Background: an optimization exercise with open tools, aiming at small area, a short achievable clock period and few clock cycles. Do not read the settings as production practice. The RTL was checked by simulation tests, not by an equivalence proof against the original design. Power figures rest on the tool's default switching activity, not on a simulated workload.

the previous run:
## eadogm_core
module eadogm_core (
    input  wire        clk,
    input  wire        rst,
    input  wire        cmd_valid,
    output wire        cmd_ready,
    input  wire [63:0] cmd_word,
    output wire [2:0]  err,
    output wire [3:0]  cur_page,
    output wire [6:0]  cur_col,
    output wire [7:0]  ret,
    output reg         mem_en,
    output reg         mem_we,
    output reg  [9:0]  mem_addr,
    output reg  [7:0]  mem_wdata,
    input  wire [7:0]  mem_rdata
);
For scale: ~430 flip-flops, about 120 I/O pins.
clock: 12.0 ns
lec_check: 0
cap_margin: 60
core_margin: 2
core_utilization: 40
place_density: 0.6
slew_margin: 60
run.sh (not shown) runs the stock make flow with config.mk's settings and CLKGATE_MAP_FILE= SYNTH_SCRIPT=/design/flow/synth_recipe.tcl, a recipe that flattens the netlist after the stock synthesis.
The previous run ended with every stage complete and zero timing, DRC or antenna violations.
Testbench counts of the previous run, summed over its fixed seeds: cycles 251,059.
Changes in the current run relative to the previous run:
# the previous run
export LEC_CHECK = 0
export CAP_MARGIN = 60
export CORE_MARGIN = 2
export CORE_UTILIZATION = 40
export PLACE_DENSITY = 0.6
export SLEW_MARGIN = 60
create_clock -name core_clock -period 12.0 [get_ports {clk}]
# the current run
export LEC_CHECK = 0
export CAP_MARGIN = 60
export CORE_MARGIN = 2
export CORE_UTILIZATION = 40
export PLACE_DENSITY = 0.6
export SLEW_MARGIN = 70
create_clock -name core_clock -period 12.0 [get_ports {clk}]
Results
Between the current run and the previous run, the difference in wire length reported by the detailed router is negligible. Setup slack was higher in the run labelled the previous run. Any difference in detailed-route DRC error count between the current run and the previous run is small enough to ignore.

* * *

main:
eadogm_core, a different RTL version from the one above (not shown whole).
Size: roughly 4900 cells after synthesis, roughly 430 flip-flops, ~120 I/O pins, ~42000 sq um of cells after synthesis.
==> flow/config.mk <==
export PLATFORM = sky130hd
export DESIGN_NAME = eadogm_core
export DESIGN_NICKNAME = eadogm_core
export VERILOG_FILES = /design/flow/design.v
export SDC_FILE = /design/flow/constraint.sdc
export NUM_CORES = 4
export LEC_CHECK = 0
export CAP_MARGIN = 50
export CORE_MARGIN = 2
export CORE_UTILIZATION = 40
export PLACE_DENSITY = 0.6
export SLEW_MARGIN = 50
==> flow/constraint.sdc <==
create_clock -name core_clock -period 12.0 [get_ports {clk}]
set_input_delay 2.4000 -clock core_clock [delete_from_list [all_inputs] [get_ports {clk}]]
set_output_delay 2.4000 -clock core_clock [all_outputs]
set_load 0.01 [all_outputs]
Testbench counts of main, summed over its fixed seeds: cycles 250,700.
The following lists how the feature branch was set up differently from main:
Settings: a change of CAP_MARGIN from 50 to 60; a change of SLEW_MARGIN from 50 to 60.
==> comparison <==
Comparing main and the feature branch, total clock buffers created by CTS is lower on main.
The run with more setup slack is the feature branch; main has less.
The run showing the smaller transition time at the pin with the least slew margin is the feature branch.
Comparing main and the feature branch, the higher post-route minimum period was measured on main.
Compared main against the feature branch; via count of the first global-routing pass within noise.
[compare] base=main new=the feature branch: final period utilization went down 0.23 points, worst hold margin went down 0.013 ns, clock latency at the later pin of the worst-skew pair held.
In the feature branch, the proportion of power drawn by the clock network came out 0.6 points above the value in main.
Across both runs, cell area was higher for the feature branch than for main.

* * *

## build 52
eadogm_core, a different RTL version from the one above (not shown whole).
Size: ~430 flip-flops, roughly 120 I/O pins.
Settings: LEC_CHECK=0, CAP_MARGIN=60, CORE_MARGIN=2, CORE_UTILIZATION=40, PLACE_DENSITY=0.6, SLEW_MARGIN=60; clock period 12.0 ns.
Testbench counts of build 52, summed over its fixed seeds: cycles 252,895.
--- input diff build 52..build 7 ---
diff --git a/flow/config.mk b/flow/config.mk
--- a/flow/config.mk
+++ b/flow/config.mk
@@ -8 +8 @@
-export CAP_MARGIN = 60
+export CAP_MARGIN = 20
@@ -12 +12 @@
-export SLEW_MARGIN = 60
+export SLEW_MARGIN = 20
Results
Build 7 was carried through to the last stage, and its layout satisfied the timing, design-rule and antenna checks.
Compared with build 52, build 7 shows a worst slack after detailed placement that is 0.41 ns lower.
Going from build 52 to build 7, leakage power shrank slightly.
Relative to build 52, the non-clock buffer count measured on build 7 has decreased by more than 10%.
Comparing final design area excluding fillers for build 52 and build 7, the smaller number came from build 7.
Worst hold slack across build 52 and build 7: no real change.
Per the comparison of build 7 with build 52, final critical delay including setup and external delays climbed 0.28 ns, number of search-and-repair iterations in the first detailed-routing pass dropped 3, met1 usage in global routing dropped 0.16 points, length of routed met2 wiring dropped about 0.9%, sequential standard cell area barely changed.
Compared with build 52, routed wire length in build 7 decreased slightly.

static timing again, ports no longer ideal:
Ports are ideal in the flow. The routed layouts listed here were re-timed in OpenROAD.
Step 1 assumes that a clkbuf_16 drives the clock port and a buf_2 every other input.
Step 2 times the ports against the registers' clock, not the clock port: input delays grow and output delays shrink by t, the midpoint of the rising clock arrivals with the driver on.
Slacks: ideal / step 1 / step 2; pairs: ideal / step 1.
run | shift t [ns] | setup WS [ns] | worst setup path at the end | slew at the worst register clock pin (ns) | pins driven straight from the clock port
the previous run | 0.698 | 7.002 / 7.053 / 6.355 | input to register | 0.08 / 0.08 | 1
the current run | 0.692 | 6.918 / 6.966 / 6.275 | input to register | 0.08 / 0.08 | 1
main | 0.692 | 6.851 / 6.851 / 6.361 | input to register | 0.07 / 0.07 | 1
the feature branch | 0.703 | 6.879 / 6.879 / 6.531 | input to register | 0.07 / 0.07 | 1
build 52 | 0.686 | 6.943 / 6.943 / 6.546 | input to register | 0.07 / 0.07 | 1
build 7 | 0.692 | 6.662 / 6.712 / 6.021 | input to register | 0.07 / 0.07 | 1
After both steps every run listed still meets setup and hold. For the previous run, which loses most, drivers alone change the setup slack by +0.051 ns; drivers and shift together by -0.647 ns.
